This design comes from an exercise in tuning for small area and a short achievable clock period on the open sky130 flow, not from production work.
Only simulation tests tie the RTL to the original design; equivalence was not proved.

==> willow <==
Design zsab, start of the top module:
module zsab #(
    parameter [31:0] PREHEAT_NOMINAL      = 32'd400,
    parameter [15:0] PWM_RANGE            = 16'd5000,
    parameter [7:0]  KIND_SUPPORTED       = 8'h01,
    parameter [15:0] RST_UART_DIV         = 16'd16,
    parameter [31:0] RST_FRAME_TIMEOUT_MS = 32'd20,
    parameter [31:0] RST_CONV_SETTLE_MS   = 32'd2,
    parameter [31:0] RST_PWM_BUDGET_MS    = 32'd100,
    parameter [15:0] RST_SCK_HALF         = 16'd4
) (
    input             clk,
    input             rst,
    input      [31:0] ms_now,
    input      [5:0]  bus_addr,
    input             bus_we,
    input             bus_re,
    input      [31:0] bus_wdata,
    output reg [31:0] bus_rdata,
    output            uart_tx,
    input             uart_rx,
    output            sbr_sck,
    output            sbr_cs_n,
    input             sbr_so,
    input             pwm_in,
    output            tmr_suspend,
    output reg        evt_done
);
Settings: LEC_CHECK=0, ABC_AREA=1, CAP_MARGIN=10, CORE_MARGIN=2, CORE_UTILIZATION=40, CTS_BUF_LIST=sky130_fd_sc_hd__clkbuf_4, CTS_CLUSTER_SIZE=30, SLEW_MARGIN=10; clock period 200.0 ns.
standard.sh (not shown) runs the stock make flow with config.mk's settings and CLKGATE_MAP_FILE= SYNTH_SCRIPT=/design/flow/synth_recipe.tcl, a recipe that flattens the netlist after the stock synthesis.
==> flow/flow/run.sh <==
#!/bin/bash
set -euo pipefail
here=$(pwd)
rm -rf "$here/scripts_mod"
cp -r "$FLOW_HOME/scripts" "$here/scripts_mod"
cp "$here/flow/abc_area.script" "$here/scripts_mod/abc_area.script"
bash standard.sh SCRIPTS_DIR="$here/scripts_mod" \
    "BUFFER_PORTS_ARGS=-buffer_cell sky130_fd_sc_hd__buf_2" SETUP_SLACK_MARGIN=117.5 \
    "CTS_ARGS=-sink_clustering_enable -repair_clock_nets -dont_use_dummy_load -sink_clustering_size 30 -buf_list sky130_fd_sc_hd__clkbuf_4" finish > "$here/standard.log" 2>&1
==> flow/flow/abc_area.script <==
strash
dch
map -D 25
topo
stime -c
buffer -c
dnsize -c
==> inputs of pepper, as changes to willow <==
--- a/flow/design.v
+++ b/flow/design.v
@@ -239,35 +239,37 @@
             end
             S_CHK_START: begin
                 fin = 1'b1; fin_code = C_SUCCESS_UINT; fin_val = {9'd0, frame_chk};
             end
             default: ;
         endcase
     end
+    reg [31:0] rd_lo;
     always @* begin
-        case (bus_addr)
-            A_STATUS:      bus_rdata = {12'd0, rx_count, tmr_suspend, pst, seq,
-                                        1'b0, op, 1'b0, rej, done, busy};
-            A_RESULT:      bus_rdata = {{29{code[3]}}, code[2:0]};
-            A_VALUE:       bus_rdata = {{15{value_s}}, value_lo};
-            A_DEADLINE:    bus_rdata = warmup_deadline;
-            A_UART_DIV:    bus_rdata = {16'd0, uart_div};
-            A_FRAME_TO:    bus_rdata = frame_timeout_ms;
-            A_CONV_SETTLE: bus_rdata = conv_settle_ms;
-            A_PWM_BUDGET:  bus_rdata = pwm_budget_ms;
-            A_SCK_HALF:    bus_rdata = {16'd0, sck_half};
-            A_SBR_RAW:     bus_rdata = {16'd0, sbr_raw};
-            A_PWM_HIGH:    bus_rdata = pwm_high_ms;
-            A_PWM_LOW:     bus_rdata = pwm_low_ms;
-            A_FRAME0:      bus_rdata = {frame[3], frame[2], frame[1], frame[0]};
-            A_FRAME1:      bus_rdata = {frame[7], frame[6], frame[5], frame[4]};
-            A_FRAME2:      bus_rdata = {24'd0, frame[8]};
-            A_NOW:         bus_rdata = ms_now;
-            default:       bus_rdata = 32'd0;
+        case (bus_addr[3:0])
+            4'h1: rd_lo = {12'd0, rx_count, tmr_suspend, pst, seq,
+                           1'b0, op, 1'b0, rej, done, busy};
+            4'h2: rd_lo = {{29{code[3]}}, code[2:0]};
+            4'h3: rd_lo = {{15{value_s}}, value_lo};
+            4'h4: rd_lo = warmup_deadline;
+            4'h5: rd_lo = {16'd0, uart_div};
+            4'h6: rd_lo = frame_timeout_ms;
+            4'h7: rd_lo = conv_settle_ms;
+            4'h8: rd_lo = pwm_budget_ms;
+            4'h9: rd_lo = {16'd0, sck_half};
+            4'hA: rd_lo = {16'd0, sbr_raw};
+            4'hB: rd_lo = pwm_high_ms;
+            4'hC: rd_lo = pwm_low_ms;
+            4'hD: rd_lo = {frame[3], frame[2], frame[1], frame[0]};
+            4'hE: rd_lo = {frame[7], frame[6], frame[5], frame[4]};
+            4'hF: rd_lo = {24'd0, frame[8]};
+            default: rd_lo = 32'd0;
         endcase
+        bus_rdata = ((bus_addr[5:4] == 2'b00) ? rd_lo : 32'd0) |
+                    ((bus_addr == A_NOW) ? ms_now : 32'd0);
     end
     wire        cfg_we   = bus_we && !busy;
     wire [15:0] div_in   = (bus_wdata[15:2] == 14'd0) ? 16'd4 : bus_wdata[15:0];
     wire [15:0] half_in  = (bus_wdata[15:1] == 15'd0) ? 16'd2 : bus_wdata[15:0];
     wire [31:0] nrst32   = {32{!rst}};
     wire [31:0] rst32    = {32{rst}};
     always @(posedge clk)
==> flow/flow/abc_area.script (replaced) <==
strash
dch
map -B 0.5
topo
stime -c
buffer -c
dnsize -c
- CAP_MARGIN: 10 -> 20
- SLEW_MARGIN: 10 -> 20
==> inputs of nickel, as changes to willow <==
--- a/flow/design.v
+++ b/flow/design.v
@@ -77,21 +77,21 @@
     reg [15:0] sck_half;
     reg [15:0] sbr_raw;
     reg [31:0] pwm_high_ms;
     reg [31:0] pwm_low_ms;
     reg [7:0]  frame [0:8];
     reg [2:0]  pst;
     reg        kind_ok;
+    reg [15:0] cnt;          
+    reg [3:0]  txi;
+    reg [3:0]  txb;          
     reg [31:0] t0;
     reg [31:0] tm;           
-    wire [15:0] cnt    = tm[31:16];
-    wire [15:0] rx_cnt = tm[15:0];
-    wire [3:0]  txi    = t0[7:4];
-    wire [3:0]  txb    = t0[3:0];
     reg [1:0]  rx_st;
+    reg [15:0] rx_cnt;       
     reg [2:0]  rx_bit;
     reg [7:0]  rx_sh;
     reg [3:0]  rx_count;
     reg rx_s1, rx_s, so_s1, so_s, pwm_s1, pwm_s;
     integer k;
     wire        busy    = (seq != S_IDLE);
     wire        rx_en   = (seq == S_SER_TX) || (seq == S_SER_RX) || (seq == S_SER_CHECK);
@@ -290,17 +290,17 @@
             sck_half <= (half_in & nrst32[15:0]) | (RST_SCK_HALF & rst32[15:0]);
     always @(posedge clk) begin
         if (rst) begin
             seq <= S_IDLE; done <= 1'b0; rej <= 1'b0; op <= 3'd0;
             code <= C_NONE; value_lo <= 17'd0; value_s <= 1'b0;
             sbr_raw <= 16'd0; pwm_high_ms <= 32'd0; pwm_low_ms <= 32'd0;
             for (k = 0; k < 9; k = k + 1) frame[k] <= 8'd0;
-            pst <= P_WAIT_LOW; kind_ok <= 1'b0;
+            pst <= P_WAIT_LOW; kind_ok <= 1'b0; cnt <= 16'd0; txi <= 4'd0; txb <= 4'd0;
             t0 <= 32'd0; tm <= 32'd0;
-            rx_st <= RX_IDLE; rx_bit <= 3'd0;
+            rx_st <= RX_IDLE; rx_cnt <= 16'd0; rx_bit <= 3'd0;
             rx_sh <= 8'd0; rx_count <= 4'd0;
             rx_s1 <= 1'b1; rx_s <= 1'b1; so_s1 <= 1'b0; so_s <= 1'b0;
             pwm_s1 <= 1'b1; pwm_s <= 1'b1;
             evt_done <= 1'b0;
         end else begin
             rx_s1  <= uart_rx; rx_s  <= rx_s1;
             so_s1  <= sbr_so;  so_s  <= so_s1;
@@ -345,105 +345,105 @@
                     default: ;
                 endcase
             end
             if (rx_en && !fin) begin
                 case (rx_st)
                     RX_IDLE:
                         if (!rx_s) begin
-                            rx_st <= RX_START; tm[15:0] <= {1'b0, uart_div[15:1]};
+                            rx_st <= RX_START; rx_cnt <= {1'b0, uart_div[15:1]};
                         end
                     RX_START:
                         if (rx_end) begin
                             if (!rx_s) begin
-                                rx_st <= RX_DATA; tm[15:0] <= uart_div; rx_bit <= 3'd0;
+                                rx_st <= RX_DATA; rx_cnt <= uart_div; rx_bit <= 3'd0;
                             end else begin
                                 rx_st <= RX_IDLE;
                             end
                         end else begin
-                            tm[15:0] <= rx_cnt_dec;
+                            rx_cnt <= rx_cnt_dec;
                         end
                     RX_DATA:
                         if (rx_end) begin
                             rx_sh  <= {rx_s, rx_sh[7:1]};
-                            tm[15:0] <= uart_div;
+                            rx_cnt <= uart_div;
                             if (rx_bit == 3'd7) rx_st <= RX_STOP;
                             else rx_bit <= rx_bit + 3'd1;
                         end else begin
-                            tm[15:0] <= rx_cnt_dec;
+                            rx_cnt <= rx_cnt_dec;
                         end
                     default:  
                         if (rx_end) begin
                             rx_st <= RX_IDLE;
                             if (rx_count < 4'd9) begin
                                 frame[rx_count] <= rx_sh;
                                 rx_count <= rx_count + 4'd1;
                             end
                         end else begin
-                            tm[15:0] <= rx_cnt_dec;
+                            rx_cnt <= rx_cnt_dec;
                         end
                 endcase
             end
             case (seq)
                 S_SER_START:
                     if (!preheat) begin
                         for (k = 0; k < 9; k = k + 1) frame[k] <= 8'd0;
                         rx_count <= 4'd0;
                         rx_st <= RX_IDLE;
-                        t0[7:0] <= 8'd0; tm[31:16] <= uart_div;
+                        txi <= 4'd0; txb <= 4'd0; cnt <= uart_div;
                         seq <= S_SER_TX;
                     end
                 S_SER_TX:
                     if (!cnt_end) begin
-                        tm[31:16] <= cnt_dec;
+                        cnt <= cnt_dec;
                     end else begin
-                        tm[31:16] <= uart_div;
+                        cnt <= uart_div;
                         if (txb != 4'd9) begin
-                            t0[3:0] <= txb + 4'd1;
+                            txb <= txb + 4'd1;
                         end else if (txi != 4'd8) begin
-                            t0[7:0] <= {txi + 4'd1, 4'd0};
+                            txi <= txi + 4'd1; txb <= 4'd0;
                         end else begin
                             t0  <= ms_now;
                             seq <= S_SER_RX;
                         end
                     end
                 S_SER_RX:
                     if (rx_count == 4'd9) seq <= S_SER_CHECK;
                 S_SBR_START:
                     if (kind_ok) begin
-                        tm[31:16] <= sck_half; seq <= S_SBR_TRIG;
+                        cnt <= sck_half; seq <= S_SBR_TRIG;
                     end
                 S_SBR_TRIG:
                     if (!cnt_end) begin
-                        tm[31:16] <= cnt_dec;
+                        cnt <= cnt_dec;
                     end else begin
                         t0 <= ms_now; seq <= S_SBR_SETTLE;
                     end
                 S_SBR_SETTLE:
                     if (expired) begin
-                        tm[31:16] <= sck_half; seq <= S_SBR_SETUP;
+                        cnt <= sck_half; seq <= S_SBR_SETUP;
                     end
                 S_SBR_SETUP:
                     if (!cnt_end) begin
-                        tm[31:16] <= cnt_dec;
+                        cnt <= cnt_dec;
                     end else begin
-                        tm[31:16] <= sck_half; t0[3:0] <= 4'd15; seq <= S_SBR_HI;
+                        cnt <= sck_half; txb <= 4'd15; seq <= S_SBR_HI;
                     end
                 S_SBR_HI:
                     if (!cnt_end) begin
-                        tm[31:16] <= cnt_dec;
+                        cnt <= cnt_dec;
                     end else begin
-                        tm[15:0] <= {tm[14:0], so_s}; tm[31:16] <= sck_half; seq <= S_SBR_LO;
+                        tm[15:0] <= {tm[14:0], so_s}; cnt <= sck_half; seq <= S_SBR_LO;
                     end
                 S_SBR_LO:
                     if (!cnt_end) begin
-                        tm[31:16] <= cnt_dec;
+                        cnt <= cnt_dec;
                     end else if (txb == 4'd0) begin
                         seq <= S_SBR_EVAL;
                     end else begin
-                        t0[3:0] <= txb - 4'd1; tm[31:16] <= sck_half; seq <= S_SBR_HI;
+                        txb <= txb - 4'd1; cnt <= sck_half; seq <= S_SBR_HI;
                     end
                 S_SBR_EVAL:
                     sbr_raw <= raw;
                 S_PWM_START:
                     if (!preheat) begin
                         t0 <= ms_now;
                         pst <= P_WAIT_LOW;
==> flow/flow/abc_area.script (replaced) <==
strash
dch
map -D 25
topo
stime -c
dnsize -c
- CAP_MARGIN: 10 -> 20
- GPL_TIMING_DRIVEN: not set -> 0
- SLEW_MARGIN: 10 -> 20
==> comparison <==
Register-to-register slack: pepper > nickel > willow. Flip-flop and latch count: willow is lower than nickel (40). Of nickel and pepper, nickel has the higher hold slack (gap 0.0010 ns). Against willow, the sequential share of layout area of nickel is higher by 1.1 points.
==> figures <==
Run status: nickel complete, no violations; willow complete, no violations; pepper complete, no violations
GP Congestion: nickel 0.992; willow 1.02; pepper 1.05
Worst flop-to-flop path endpoint: nickel value_lo[16]$_SDFFE_PP0P_; willow value_lo[16]$_SDFFE_PP0P_; pepper t0[24]$_SDFFE_PP0P_
Met2 track demand over resource: nickel 0.471; willow 0.486; pepper 0.467
Post-synthesis cell count: nickel 5,785; willow 5,988; pepper 6,174
Critical path's slowest cell: nickel sky130_fd_sc_hd__o22ai_1; willow sky130_fd_sc_hd__o22ai_1; pepper sky130_fd_sc_hd__inv_1
Routed length per instance: nickel 21.9 um; willow 24.0 um; pepper 23.8 um
Hold path start: nickel so_s1$_SDFF_PP0_; willow rx_s1$_SDFF_PP1_; pepper so_s1$_SDFF_PP0_
Fraction of the yosys area taken by sequential cells: nickel 0.278; willow 0.257; pepper 0.256
Netlist area before placement: nickel 42,600 um2; willow 43,000 um2; pepper 43,100 um2
Hold Crit Depth: nickel 2; willow 1; pepper 2
Logic depth of the worst register-to-register path: nickel 267; willow 273; pepper 276

## re-timing with driven ports
No port has a modelled driver above. Below, the same layouts with a new extraction and two added sets of constraints.
Step 1 assumes that a clkbuf_16 drives the clock port and a buf_2 every other input.
Step 2 adds t to the input delays and takes it off the output delays; t is the mean of the earliest and latest rising clock arrival at the registers after step 1. Input paths then give back, and output paths get back, about the clock's delay inside the block.
Three values: ideal ports, drivers, drivers and shift; two values: the first two.
| run | shift t [ns] | setup WS [ns] | worst setup path at the end | worst data-port slew with drivers (ns) | pins driven straight from the clock port |
|---|---|---|---|---|---|
| willow | 0.982 | 117.515 / 117.486 / 117.486 | input to output | 0.11 | 1 |
| pepper | 0.980 | 117.448 / 117.404 / 117.404 | input to output | 0.19 | 1 |
| nickel | 1.038 | 117.483 / 117.454 / 117.454 | input to output | 0.16 | 1 |
After both steps setup and hold are still met in every run listed. The setup slack of pepper, which loses most, moves by -0.044 ns with the drivers and by -0.044 ns with both steps.
